This is an optimization exercise on Yosys and OpenROAD, whose aim is small area, a short achievable clock period and few clock cycles, not a production implementation.
Where RTL was checked, it was by simulation tests only, not by an equivalence proof against the original.
Power and IR drop assume default switching activity.

## jbd_bms_parser
module jbd_bms_parser (
    input  wire        clk,
    input  wire        rst,         
    input  wire        cmd_valid,
    input  wire [15:0] cmd_word,
    output wire        cmd_ready,
    input  wire [11:0] rd_addr,
    output wire [31:0] rd_data
);
Size in the first run: ~10000 cells after synthesis, roughly 2200 flip-flops, about 64 I/O pins, ~84000 µm² of cells after synthesis.
clock: 10.0 ns
lec_check: 0
abc_area: 1
cap_margin: 20
core_margin: 2
core_utilization: 55
cts_cluster_diameter: 80
cts_cluster_size: 20
place_density: 0.7
setup_slack_margin: 4.0
slew_margin: 20
synth_hierarchical: 1
run.sh (not shown) runs the stock make flow with config.mk's settings and CLKGATE_MAP_FILE= SYNTH_SCRIPT=/design/flow/synth_recipe.tcl, a recipe that flattens the netlist after the stock synthesis.
The starting point completed without violations.
Next try:
- ABC_AREA: 1 -> 0
=>
- The changed run produced a clean layout
- count of clock-buffer cells in the layout is higher by 6
- via count is lower by about 23%
- die area is lower by 5.3%
- wire length is lower by 14%
- critical path depth is lower by 4
- synthesized cell count is lower by 45%
- cell count is lower by 38%
- core utilization is lower by 0.13 points
- sequential cell count stays the same
- sequential power is about the same
No run of this note included a check of the RTL's function; only the layout flow was run.

## v59
Another version of the RTL of jbd_bms_parser (not shown whole).
Size: about 7,200 cells after synthesis, roughly 2,200 flip-flops, roughly 64 I/O pins, about 75,000 um2 of cells after synthesis.
==> flow/config.mk <==
export PLATFORM = sky130hd
export DESIGN_NAME = jbd_bms_parser
export DESIGN_NICKNAME = jbd_bms_parser
export VERILOG_FILES = /design/flow/design.v
export SDC_FILE = /design/flow/constraint.sdc
export NUM_CORES = 8
export LEC_CHECK = 0
export ABC_AREA = 0
export CAP_MARGIN = 20
export CORE_MARGIN = 2
export CORE_UTILIZATION = 55
export CTS_CLUSTER_DIAMETER = 65
export CTS_CLUSTER_SIZE = 30
export PLACE_DENSITY = 0.7
export SETUP_SLACK_MARGIN = 4.0
export SLEW_MARGIN = 20
export SYNTH_HIERARCHICAL = 1
==> flow/constraint.sdc <==
create_clock -name core_clock -period 10.0 [get_ports {clk}]
set_input_delay 2.0000 -clock core_clock [delete_from_list [all_inputs] [get_ports {clk}]]
set_output_delay 2.0000 -clock core_clock [all_outputs]
set_load 0.01 [all_outputs]
v59: flow completed, timing, DRC and antenna clean
Testbench counts of v59, summed over its fixed seeds: cycles 10,075.
Inputs modified between v59 and v23:
Settings: CTS_CLUSTER_DIAMETER: 65 -> 80; ABC_AREA: 0 -> 1; CTS_CLUSTER_SIZE: 30 -> 20.
[summary]
Compare v23 and v59 | HPWL reported at the end of detailed placement lower: v59. v23 ends up with lower flop-to-flop setup slack than v59 does. Changes observed in v23 relative to v59: synthesized cell area now larger; worst hold slack now smaller; proportion of cell area occupied by multi-input gates now larger.
Relative to v23, the following input files were edited for v15:
Settings: changing SETUP_SLACK_MARGIN from 4.0 to 4.5; changing ABC_AREA from 1 to 0.
Findings:
v23 → v15: number of non-clock buffers in the layout moved down; synthesized instance count lost 2,131; post-synthesis mux area share rose by 2.0 points; longest individual stage delay on the worst path picked up an extra 0.37 ns.
Relative to v23, v15 improves clock power.
Input changes introduced in v35 (baseline for comparison: v15):
Settings: changing CTS_CLUSTER_SIZE from 20 to 26; changing CTS_CLUSTER_DIAMETER from 80 to 70; changing SETUP_SLACK_MARGIN from 4.5 to 4.0.
Notes after the runs:
Clock transition time at the flip-flop clock pins of the worst setup and hold paths delta (v35 -> v15): insignificant
The post-detailed-route wirelength per cell in v35 was lower than what v15 gave.
The combinational fraction of design power was comparable across v15 and v35.
Summary of v35 over v15: total instance count after detailed placement roughly the same, all-layer global routing usage lower.
> inputs changed (v35 -> v25)
Settings: a change of CORE_UTILIZATION from 55 to 50; a change of CTS_CLUSTER_SIZE from 26 to 20; a change of CTS_CLUSTER_DIAMETER from 70 to 80; a change of PLACE_DENSITY from 0.7 to 0.65.
## What came out
- Die height, v25 vs v35: up by a few percent
- Number of setup buffers added after CTS: v35 and v25 compared, higher one is v35
- In the reports for v35 and v25, the smaller count of instances resized after the clock tree is built belongs to v35.
- When v25 is measured against v35, its post-route met1 wirelength turns out about 8% higher.
- Cmp v25 vs v35: multi-input gate share of the layout cell area lower in v25
- The number of buffers inserted during clock tree synthesis reported for v25 is greater than that of v35 by 21.
- On via count of the first global-routing pass, the higher figure sits with v35, not v25.
Edits applied to the flow inputs when going from v25 to v7:
Settings: PLACE_DENSITY: 0.65 -> 0.7; CTS_CLUSTER_SIZE: 20 -> 24; CORE_UTILIZATION: 50 -> 55; CTS_CLUSTER_DIAMETER: 80 -> 75.
Notes after the runs:
Relative to v25, worst path arrival time has decreased by 0.15 ns in v7. From v25 to v7, register cell area after layout did not move at all. When v7 is set beside v25, its routed wire length turns out to be about 2.5% smaller. Later-pin clock latency in the skew report is lower on v7. Compare v7 and v25 | width of the chip higher: v25. Share of total power in the clock network, v7 and v25: lower on v7. Between v7 and v25, the difference in sequential cell count is negligible. Going from v25 to v7, the die area was shrunk.

Setup of cedar:
Another version of the RTL of jbd_bms_parser (not shown whole).
For scale: roughly 7700 cells after synthesis.
export LEC_CHECK = 0
export ABC_AREA = 1
export CAP_MARGIN = 20
export CORE_MARGIN = 2
export CORE_UTILIZATION = 55
export CTS_CLUSTER_DIAMETER = 80
export CTS_CLUSTER_SIZE = 20
export PLACE_DENSITY = 0.7
export SETUP_SLACK_MARGIN = 4.0
export SLEW_MARGIN = 20
create_clock -name core_clock -period 10.0 [get_ports {clk}]
standard.sh (not shown) runs the stock make flow with config.mk's settings and CLKGATE_MAP_FILE= SYNTH_SCRIPT=/design/flow/synth_recipe.tcl, a recipe that flattens the netlist after the stock synthesis.
==> flow/flow/run.sh <==
#!/bin/bash
# Layout flow: the standard layout, then one round of post-route gate sizing.
#  1. standard.sh runs the standard flow to the end.
#  2. size.tcl reads the routed design with the parasitics the finish step
#     extracted, and lets repair_timing upsize gates (sizing only, no new
#     cells); it writes the new cell of each resized instance to resize.txt.
#  3. apply.tcl gives those instances their new cells in the global-route
#     result and legalizes the placement.
#  4. standard.sh runs again; make redoes detailed routing and finish from the
#     changed global-route result.
# Each tool's output goes to its own log in this folder.
set -euo pipefail
W=$PWD
export RESULTS="$W/orfs/results/$FLOW_PLATFORM/jbd_bms_parser/base"
export LIB="$FLOW_HOME/platforms/$FLOW_PLATFORM/lib/sky130_fd_sc_hd__tt_025C_1v80.lib"
export RCFILE="$FLOW_HOME/platforms/$FLOW_PLATFORM/setRC.tcl"
bash standard.sh > std1.log 2>&1
cp "$RESULTS/5_1_grt.odb" "$RESULTS/5_1_grt.pre_size.odb"
openroad -no_init -exit flow/size.tcl > size.log 2>&1
openroad -no_init -exit flow/apply.tcl > apply.log 2>&1
bash standard.sh > std2.log 2>&1
==> flow/flow/apply.tcl <==
# Give the instances listed in resize.txt their new cells in the global-route
# result, then legalize the placement.
set R $::env(RESULTS)
read_db $R/5_1_grt.pre_size.odb
read_liberty $::env(LIB)
set f [open resize.txt r]
set n 0
while {[gets $f line] >= 0} {
  set i [[ord::get_db_block] findInst [lindex $line 0]]
  if {$i == "NULL"} { continue }
  $i swapMaster [[ord::get_db] findMaster [lindex $line 1]]
  incr n
}
close $f
puts "resized $n instances"
detailed_placement
check_placement -verbose
write_db $R/5_1_grt.odb
==> flow/flow/size.tcl <==
# Post-route sizing: find which gates to upsize, using the routed parasitics.
set R $::env(RESULTS)
read_db $R/6_final.odb
read_liberty $::env(LIB)
read_sdc $R/6_final.sdc
source $::env(RCFILE)
set_propagated_clock [all_clocks]
read_spef $R/6_final.spef
report_worst_slack -max
set before [dict create]
foreach i [[ord::get_db_block] getInsts] { dict set before [$i getName] [[$i getMaster] getName] }
set_dont_use [get_lib_cells {sky130_fd_sc_hd__probe_p_8 sky130_fd_sc_hd__probec_p_8 sky130_fd_sc_hd__lpflow_*}]
repair_timing -setup -setup_margin 4.0 -repair_tns 100 -sequence "sizeup" -skip_last_gasp
report_worst_slack -max
set f [open resize.txt w]
foreach i [[ord::get_db_block] getInsts] {
  set n [$i getName]
  set m [[$i getMaster] getName]
  if {[dict exists $before $n] && [dict get $before $n] ne $m} { puts $f "$n $m" }
}
close $f
Testbench counts of cedar, summed over its fixed seeds: cycles 10,075.
Modified inputs, raven compared to cedar
==> flow/run.sh (new file) <==
#!/bin/bash
# synth_recipe.tcl (not shown) runs the flow's synth.tcl, then flattens the netlist and writes it again
# the make line also repeats each setting of config.mk as NAME=value (left out here)
make -C /OpenROAD-flow-scripts/flow DESIGN_CONFIG=/design/flow/config.mk WORK_HOME=/design/flow/orfs CLKGATE_MAP_FILE= SYNTH_SCRIPT=/design/flow/synth_recipe.tcl finish
removed: flow/flow/run.sh
removed: flow/flow/apply.tcl
removed: flow/flow/size.tcl
removed: flow/standard.sh
Findings:
- The flow did not stop early for raven: all stages ran, and the layout cleared the timing, DRC and antenna checks.
- Growth of design area from synthesis to finish in raven is 0.49 points lower than in cedar
- The post-synthesis compound-gate area fraction was comparable across cedar and raven.
- Total routed wirelength, cedar and raven: lower on raven
- Between cedar and raven, number of inserted filler cells in the final layout increased.
- Final critical-path required period on raven is behind cedar.
- Final worst setup slack was lower in raven than in cedar.
- cedar -> raven: total met3 wirelength after detailed routing decreased slightly
The following lists how yarrow was set up differently from raven:
- SYNTH_HIERARCHICAL now 1, previously not set
- ABC_AREA now 0, was 1
[summary]
As of yarrow, count of clock-buffer cells in the layout had fallen by a few percent compared to raven.
[compare] base=raven new=yarrow: wire length after detailed routing fell by about 24%; final critical-path share of the clock period rose by 1.4 points; mux cell area share after synthesis rose by 2.0 points; average detailed-routed wire length per instance fell by 12%; floorplan die area rose by 0.0083 mm2.
Changes in harbor relative to yarrow:
- changing PLACE_DENSITY from 0.7 to 0.76
- removing SYNTH_HIERARCHICAL (formerly 1)
- changing ABC_AREA from 0 to 1
==> run notes <==
- The sequential cell area of yarrow and that of harbor are within noise of each other.
- Per the comparison of harbor with yarrow, global-route wire length before repair rose by about 25%, number of cells on the critical path rose by 3, clock network area share rose by 0.33 points.

Another version of the RTL of jbd_bms_parser (not shown whole).
Size in the first run: ~7600 cells after synthesis, ~2200 flip-flops, ~64 I/O pins, about 76000 um^2 of cells after synthesis.
clock: 10.0 ns
lec_check: 0
abc_area: 1
cap_margin: 20
core_margin: 2
core_utilization: 55
cts_cluster_diameter: 80
cts_cluster_size: 20
place_density: 0.7
setup_slack_margin: 4.0
slew_margin: 20
run.sh (not shown) runs the stock make flow with config.mk's settings and CLKGATE_MAP_FILE= SYNTH_SCRIPT=/design/flow/synth_recipe.tcl, a recipe that flattens the netlist after the stock synthesis.
Stock flow here: none of the scripts above is used.
The first run ran to the end with no violations.
Testbench counts at the start, summed over its fixed seeds: cycles 10,075.
Change:
- CTS_CLUSTER_DIAMETER: 80 -> 70
- CTS_CLUSTER_SIZE: 20 -> 26
- cell area stays flat
- critical path depth grows by 5
- die area does not change
- non-clock buffer count shrinks by 18
- final cell count barely changes
- register-to-register slack loses 110 ps
- area after synthesis is unchanged
- power shrinks by 0.97%
- worst setup slack loses 100 ps
Change:
- CTS_CLUSTER_DIAMETER: 70 -> 60
- CTS_CLUSTER_SIZE: 26 -> 30
Result: Cell area increases slightly; count of clock-buffer cells in the layout increases by 19; power increases by a few percent.

v39:
jbd_bms_parser with an RTL version that a note above also has.
For scale: about 64 I/O pins, ~77000 µm² of cells after synthesis.
clock: 10.0 ns
lec_check: 0
abc_area: 1
cap_margin: 20
core_margin: 2
core_utilization: 50
cts_cluster_diameter: 80
cts_cluster_size: 20
place_density: 0.65
setup_slack_margin: 3
slew_margin: 20
v39: no failed stages, no open violations at the end
Testbench counts of v39, summed over its fixed seeds: cycles 10,075.
diff inputs: v39 => v57
Settings: swapping 0.65 for 0.74 in PLACE_DENSITY; swapping 50 for 60 in CORE_UTILIZATION; swapping 3 for 4.0 in SETUP_SLACK_MARGIN.
Results
Seen in the log of v57: GRT-0232 during 5_1_grt, after which the run never completed. Delta (v57 minus v39): post-synthesis async set-or-reset flop share closely matched the old numbers, number of port buffers closely matched the old numbers, sequential cell area fraction in the yosys report closely matched the old numbers. Final HPWL from detailed placement, v57 vs v39: down slightly. Compared with v39, in v57 number of placement rows now sits lower, post-cts sizing count now sits higher, synthesized area now sits at about the same level, pre-CTS setup slack now sits lower, chip height now sits lower.
The following lists how v54 was set up differently from v57:
Settings: swapping 60 for 50 in CORE_UTILIZATION; swapping 0.74 for 0.65 in PLACE_DENSITY.
==> run notes <==
- v54 finished every step from synthesis to the final layout, and the layout passed the timing, DRC and antenna checks.
- Post-cts hold buffer count came out exactly the same in v54 and v57.
- When the final numbers for v54 and v57 were put side by side, the die span in y turned out to be greater in v54.
- Compared with v57, in v54 post-synthesis cell type count shows no meaningful change, count of buffers added by post-CTS timing repair for setup shows a reduction of about 1.5%.
- For weighted congestion reported at the end of routability-driven placement, dividing the value from v57 by the value from v54 gives 1.07.
- Comparing v54 and v57, the higher horizontal die dimension was measured on v54.
- From v57 to v54, count of input and output buffers did not move at all.
- Comparing v54 against v57, there is no change at all in area after synthesis.
- Detailed placement HPWL delta (v54 − v57): favourable
- From v57 to v54, number of instances in the synthesized netlist did not move at all.
- Between v54 and v57, the deepest clock path buffer count figures differ only marginally.

## build 13
jbd_bms_parser, a different RTL version from the one above (not shown whole).
Size: about 7500 cells after synthesis, ~2200 flip-flops, about 77000 sq um of cells after synthesis.
Settings: LEC_CHECK=0, ABC_AREA=1, CAP_MARGIN=20, CORE_MARGIN=2, CORE_UTILIZATION=50, PLACE_DENSITY=0.65, SETUP_SLACK_MARGIN=4.0, SLEW_MARGIN=20; clock period 10.0 ns.
For build 49, these inputs were changed with respect to build 13:
- a deleted ABC_AREA that had been 1
Results
[build 49 vs build 13] total track usage: higher in build 49. Against build 13 as the reference, build 49 delivers a lower post-layout instance area. | width of the die | build 49 vs build 13 | ≈ equal |.
The following lists how build 96 was set up differently from build 49:
- putting ABC_AREA at 1 where nothing was set
- putting CTS_BUF_LIST at sky130_fd_sc_hd__clkbuf_8 where nothing was set
- putting CTS_CLUSTER_SIZE at 30 where nothing was set
==> run notes <==
Build 96 has routed length on met1 below what build 49 had.
Build 96 against build 49: post-CTS setup buffer count decreased 18%; post-layout utilization of the core +0.26 points; combined flip-flop and latch cell area saw little to no change; placer's final routability congestion estimate shows an increase of about 9%.
[diff] design area, build 96 relative to build 49: improvement
Build 49 and build 96 ended up with roughly the same post-synth design cell area.
On flip-flop and latch share of the layout cell area: build 96 sits above build 49.
The inputs of build 59 differ from those of build 96 as listed below.
- CTS_CLUSTER_SIZE now 20, was 30
- CTS_CLUSTER_DIAMETER now 80, previously not set
- CTS_BUF_LIST no longer set, was sky130_fd_sc_hd__clkbuf_8
==> comparison <==
- Delta (build 59 minus build 96): via count of the first global-routing pass went down 4.2%; time the worst path needs with I/O delays and setup lost 46 ps; power dropped 12%; xor/xnor cell area share of the yosys netlist stayed essentially flat.
- Between build 96 and build 59, clock insertion delay at the later pin of the skew report is lower for build 59, build 96 comes in above that.
- Build 96 → build 59: wire length decreased by about 1.5% relative to the old numbers, cell area decreased by 4.3% relative to the old numbers, switching power of the nets decreased by about 12% relative to the old numbers.
Function was not checked in any run of this note: the RTL went through the layout flow alone.

Setup of job 933:
jbd_bms_parser with an RTL version that a note above also has.
For scale: ~64 I/O pins, about 77,000 um2 of cells after synthesis.
make LEC_CHECK=0 ABC_AREA=1 CAP_MARGIN=20 CORE_MARGIN=2 CORE_UTILIZATION=50 CTS_CLUSTER_DIAMETER=80 CTS_CLUSTER_SIZE=20 PLACE_DENSITY=0.65 SETUP_SLACK_MARGIN=5 SLEW_MARGIN=20 finish   # period 10.0 ns
Job 933: done, clean on timing, DRC and antenna
Testbench counts of job 933, summed over its fixed seeds: cycles 10,075.
The inputs of job 9069 differ from those of job 933 as listed below.
# job 933
export LEC_CHECK = 0
export ABC_AREA = 1
export CAP_MARGIN = 20
export CORE_MARGIN = 2
export CORE_UTILIZATION = 50
export CTS_CLUSTER_DIAMETER = 80
export CTS_CLUSTER_SIZE = 20
export PLACE_DENSITY = 0.65
export SETUP_SLACK_MARGIN = 5
export SLEW_MARGIN = 20
create_clock -name core_clock -period 10.0 [get_ports {clk}]
# job 9069
export LEC_CHECK = 0
export ABC_AREA = 1
export CAP_MARGIN = 20
export CORE_MARGIN = 2
export CORE_UTILIZATION = 55
export CTS_CLUSTER_DIAMETER = 80
export CTS_CLUSTER_SIZE = 20
export GPL_ROUTABILITY_DRIVEN = 0
export PLACE_DENSITY = 0.7
export SETUP_SLACK_MARGIN = 4.0
export SLEW_MARGIN = 20
create_clock -name core_clock -period 10.0 [get_ports {clk}]
==> comparison <==
Job 9069 did not finish; a tool error ended it in global routing.
Re vertical extent of the die: job 9069 and job 933 aren't equal, and the lower value belongs to job 9069.
On effective utilization at floorplan: between job 9069 and job 933, it ends up higher for job 9069.
Placed cell count ended up about 3% lower on job 9069 than on job 933.
The die width number comes out higher for job 933 vs job 9069.
For post-synthesis async set-or-reset flop share, job 933 and job 9069 come out practically identical.
### job 9069 -> job 9211
# job 9069
export LEC_CHECK = 0
export ABC_AREA = 1
export CAP_MARGIN = 20
export CORE_MARGIN = 2
export CORE_UTILIZATION = 55
export CTS_CLUSTER_DIAMETER = 80
export CTS_CLUSTER_SIZE = 20
export GPL_ROUTABILITY_DRIVEN = 0
export PLACE_DENSITY = 0.7
export SETUP_SLACK_MARGIN = 4.0
export SLEW_MARGIN = 20
create_clock -name core_clock -period 10.0 [get_ports {clk}]
# job 9211
export LEC_CHECK = 0
export ABC_AREA = 1
export CAP_MARGIN = 20
export CORE_MARGIN = 2
export CORE_UTILIZATION = 55
export CTS_CLUSTER_DIAMETER = 70
export CTS_CLUSTER_SIZE = 26
export PLACE_DENSITY = 0.7
export SETUP_SLACK_MARGIN = 4.0
export SLEW_MARGIN = 20
create_clock -name core_clock -period 10.0 [get_ports {clk}]
Among job 9069 and job 9211, the run that stopped before the end is job 9069, and it is the only one.
Job 9069 did not finish; a tool error ended it in global routing.
Post-placement setup slack ended up 0.33 ns lower on job 9211 than on job 9069.
~same die extent in y in job 9069 and job 9211
Number of hold buffers added after CTS of job 9069 is on par with job 9211.
From job 9211 to job 9069, starting density of the core did not move at all.
As far as area share of fa/ha/maj cells after synthesis goes, job 9211 and job 9069 are indistinguishable; the numbers are identical.
Job 9211 vs. job 9069: placed instance count has increased, number of sinks handled by clock tree synthesis neither gained nor lost much.

## re-timing with driven ports
In the flow no input, the clock included, has a driving cell. The finished layouts below were timed again as built, in two steps. Step 1 (the two cells are an assumption about what drives the block):
set clk [get_ports {clk}]
set_driving_cell -lib_cell sky130_fd_sc_hd__clkbuf_16 $clk
set_driving_cell -lib_cell sky130_fd_sc_hd__buf_2 [delete_from_list [all_inputs] $clk]
Step 2 moves the port delays by t, midway between the first and last clock arrival at a register: inputs arrive t later, outputs are due t later. That takes back most of the time a late clock gives input paths. Slacks: no drivers / after step 1 / after step 2; pairs: no drivers / after step 1.
run	shift t [ns]	setup slack, ns	latest minus earliest clock arrival (ns)	cell pins on the clock port's net
the first run of note 1	0.881	3.288 / 3.187 / 3.187	0.044 / 0.043	1
the second run of note 1	0.891	2.909 / 2.758 / 2.758	0.047 / 0.047	1
v59	0.843	3.082 / 2.995 / 2.995	0.098 / 0.098	1
v23	0.883	3.204 / 3.158 / 3.158	0.055 / 0.055	1
v15	0.879	2.963 / 2.902 / 2.902	0.052 / 0.051	1
v35	0.855	2.987 / 2.928 / 2.928	0.077 / 0.077	1
v25	0.884	2.818 / 2.786 / 2.786	0.078 / 0.078	1
v7	0.858	2.974 / 2.856 / 2.856	0.056 / 0.056	1
cedar	0.907	3.072 / 2.980 / 2.980	0.069 / 0.069	1
raven	0.901	2.976 / 2.917 / 2.917	0.070 / 0.071	1
yarrow	0.888	2.841 / 2.713 / 2.713	0.046 / 0.046	1
harbor	0.922	2.890 / 2.677 / 2.677	0.066 / 0.066	1
the first run of note 4	0.904	2.987 / 2.902 / 2.902	0.075 / 0.075	1
the second run of note 4	0.881	2.887 / 2.827 / 2.827	0.090 / 0.090	1
the third run of note 4	0.897	2.985 / 2.891 / 2.891	0.069 / 0.068	1
v39	0.913	2.582 / 2.453 / 2.453	0.082 / 0.082	1
v54	0.899	2.944 / 2.856 / 2.856	0.076 / 0.075	1
build 13	0.957	2.762 / 2.600 / 2.600	0.092 / 0.092	1
build 49	0.916	2.643 / 2.238 / 2.238	0.081 / 0.081	1
build 96	1.090	2.650 / 2.583 / 2.583	0.116 / 0.116	1
build 59	0.882	2.696 / 2.623 / 2.623	0.065 / 0.066	1
job 933	0.898	2.988 / 2.872 / 2.872	0.076 / 0.076	1
job 9211	0.906	2.966 / 2.823 / 2.823	0.076 / 0.075	1
After both steps setup and hold are still met in every run listed. The setup slack of build 49, which loses most, moves by -0.405 ns with the drivers and by -0.405 ns with both steps.
